Source: an optimization exercise on an open RTL-to-GDS flow (aim: small area and a short achievable clock period). Production flows keep margins and buffers that such runs may drop. Only simulation tests tie the RTL to the original design; equivalence was not proved. Power is estimated from default activity; no workload was simulated.

// cps_core
module cps_core #(
    parameter PA_W  = 6,
    parameter CNT_W = 32
) (
    input  wire             clk,
    input  wire             rst,
    input  wire             bp_rst,
    input  wire             cfg_fwd_en,
    input  wire             cfg_bp_en,
    input  wire [2:0]       cfg_bp_kind,
    input  wire [PA_W:0]    cfg_prog_len,
    output wire [PA_W-1:0]  rom_addr,
    output wire             rom_en,
    input  wire [63:0]      rom_data,
    output wire             running,
    output wire             halted,
    output wire [CNT_W-1:0] m_cycles,
    output wire [CNT_W-1:0] m_retired,
    output wire [CNT_W-1:0] m_raw_stalls,
    output wire [CNT_W-1:0] m_control_stalls,
    output wire [CNT_W-1:0] m_bp_predictions,
    output wire [CNT_W-1:0] m_bp_mispredictions,
    output wire [CNT_W-1:0] bp_calls,
    output wire [CNT_W-1:0] t_calls1,
    output wire [CNT_W-1:0] t_calls2,
    output wire             rec_valid,
    output wire [20:0]      rec_if,
    output wire [20:0]      rec_id,
    output wire [20:0]      rec_ex,
    output wire [20:0]      rec_mem,
    output wire [20:0]      rec_wb,
    output wire             hz_stall,
    output wire [1:0]       fwd_sel1,
  ...
Size: about 3700 cells after synthesis, roughly 820 flip-flops, ~490 I/O pins, about 35000 µm² of cells after synthesis.
clock: 9.0 ns
lec_check: 0
cap_margin: 20
core_margin: 2
core_utilization: 60
cts_cluster_diameter: 80
cts_cluster_size: 24
slew_margin: 20
standard.sh (not shown) runs the stock make flow with config.mk's settings and CLKGATE_MAP_FILE= SYNTH_SCRIPT=/design/flow/synth_recipe.tcl, a recipe that flattens the netlist after the stock synthesis.
==> flow/flow/run.sh <==
#!/bin/bash
set -o pipefail
export BUFFER_PORTS_ARGS="-buffer_cell sky130_fd_sc_hd__buf_1"
bash standard.sh SETUP_SLACK_MARGIN=6 finish > standard.log 2>&1
Change:
--- a/flow/design.v
+++ b/flow/design.v
@@ -23,22 +23,22 @@
 module cps_tgt (
     input  wire [5:0] a,
     input  wire [5:0] b,
     output wire [5:0] s,
     output wire [7:0] s_lo,     
     output wire [7:0] s_hi      
 );
-    wire [3:0] lo = {1'b0, a[2:0]} + {1'b0, b[2:0]};
+    wire [3:0] lo = {1'b0, a[2:0]} + {1'b0, b[2:0]} + 4'd1;
     wire       c3 = lo[3];
     wire [2:0] hi0 = a[5:3] + b[5:3];
     wire [2:0] hi1 = a[5:3] + b[5:3] + 3'd1;
     assign s = {c3 ? hi1 : hi0, lo[2:0]};
     wire [7:0]  bl = 8'd1 << b[2:0];
     wire [7:0]  bh = 8'd1 << b[5:3];
-    wire [15:0] rl = {bl, bl} << a[2:0];
+    wire [15:0] rl = {bl[6:0], bl[7], bl[6:0], bl[7]} << a[2:0];
     wire [15:0] rh = {bh, bh} << a[5:3];
     wire [7:0]  h0 = rh[15:8];
     assign s_lo = rl[15:8];
     assign s_hi = c3 ? {h0[6:0], h0[7]} : h0;
 endmodule
 module cps_lt8 (
     input  wire [7:0] a,
@@ -258,15 +258,15 @@
     wire        w_ld   = (w_op == OP_LOAD) && rom_data[11];
     wire        w_br   = (w_op == OP_BEQ) || (w_op == OP_BNE);
     wire [15:0] w_imm  = rom_data[47:32];
     wire [PA_W:0]   f1    = {1'b0, ra_q} + 1'b1;           
     wire            f1_ok = (f1 < len_q);
     wire [PA_W-1:0] w_tgt;
     wire [7:0]      w_tgt_lo, w_tgt_hi;
-    cps_tgt u_tgt (.a(f1[PA_W-1:0]), .b(w_imm[PA_W-1:0]), .s(w_tgt),
+    cps_tgt u_tgt (.a(ra_q), .b(w_imm[PA_W-1:0]), .s(w_tgt),
                    .s_lo(w_tgt_lo), .s_hi(w_tgt_hi));
     wire [7:0] lo8 = {2'b11, ~ra_q};                  
     wire [7:0] hi8 = {1'b0, len_q} + {2'b11, ~ra_q};  
     wire       imm_small = (w_imm[15:7] == 9'd0) || (w_imm[15:7] == 9'h1ff);
     wire       ge_lo_n, lt_hi;
     cps_lt8 u_lo (.a(w_imm[7:0]), .b(lo8), .lt(ge_lo_n));
     cps_lt8 u_hi (.a(w_imm[7:0]), .b(hi8), .lt(lt_hi));
@@ -294,17 +294,19 @@
     wire n_hz = fwd_q ? ((n_m[0] | n_m[3]) & if_ld) : (|n_m);
     wire [1:0] n_fs1 = !fwd_q ? 2'd0 : n_m[0] ? 2'd1 : n_m[1] ? 2'd2 : n_m[2] ? 2'd3 : 2'd0;
     wire [1:0] n_fs2 = !fwd_q ? 2'd0 : n_m[3] ? 2'd1 : n_m[4] ? 2'd2 : n_m[5] ? 2'd3 : 2'd0;
     wire if_pt  = if_br && bpen_q && pred_of(if_e_fix, k1_q, k2_q, k3_q, k4_q);
     wire hold_t = suppress && if_pt;
     wire [PA_W-1:0] n_ra_c = hold_t ? if_tgt : pc_q;
     wire [PA_W-1:0] n_ra = fetched ? (w_pt ? w_tgt : f1[PA_W-1:0]) : n_ra_c;
-    wire [7:0] n_lo = fetched ? (w_pt ? w_tgt_lo : (8'd1 << f1[2:0]))
+    wire [7:0] f1_lo = {ra_lo[6:0], ra_lo[7]};
+    wire [7:0] f1_hi = ra_lo[7] ? {ra_hi[6:0], ra_hi[7]} : ra_hi;
+    wire [7:0] n_lo = fetched ? (w_pt ? w_tgt_lo : f1_lo)
                               : (8'd1 << n_ra_c[2:0]);
-    wire [7:0] n_hi = fetched ? (w_pt ? w_tgt_hi : (8'd1 << f1[5:3]))
+    wire [7:0] n_hi = fetched ? (w_pt ? w_tgt_hi : f1_hi)
                               : (8'd1 << n_ra_c[5:3]);
     wire n_aok = fetched ? (w_pt ? w_tok : f1_ok) : (hold_t ? if_tok : pcok_q);
     wire n_re  = !misp && (flush_q != 2'd2) && !n_hz && n_aok && !ex_halt && !mw_halt;
     wire if_pred  = bpen_q && pred_of(if_e, k1_q, k2_q, k3_q, k4_q);
     wire n_misp   = if_br && (if_pred != if_act);
     always @(posedge clk) begin
         if (fetched) begin
What happened:
- The changed run completed with no timing, DRC or antenna violations
- global-route usage goes up by 1.2 points
- design area goes down by 2.0%
- sequential power is about the same
- critical path depth goes down by 1
- count of clock-buffer cells in the layout goes up by 2
- power goes down by 2.0%
- wire length goes up by about 2.3%
- first-iteration DRC count goes down by 12%
- worst setup slack gets worse by 94 ps
- flip-flop and latch count stays the same

[what the ideal ports hide]
How much do the figures lean on ideal ports? The routed layouts below were timed once more, with nothing changed but the port constraints.
Step 1: set_driving_cell puts a clkbuf_16 on clk and a buf_2 on each other input, an assumption about the parent block.
Step 2 also shifts input and output timing later by t, the mid clock arrival at the registers, as if the neighbouring blocks saw the same clock.
a / b / c = ideal / step 1 / step 2; a / b = the first two.
run	t (ns)	slack for setup (ns)	hold slack, ns	worst setup path at the end	worst data-port slew with drivers (ns)
the first run	0.683	5.680 / 5.697 / 5.014	0.353 / 0.353 / 0.353	input to register	0.09
the second run	0.685	5.586 / 5.563 / 4.877	0.343 / 0.343 / 0.343	input to register	0.10
After both steps setup and hold are still met in every run listed. For the second run, which loses most, drivers alone change the setup slack by -0.023 ns; drivers and shift together by -0.709 ns.
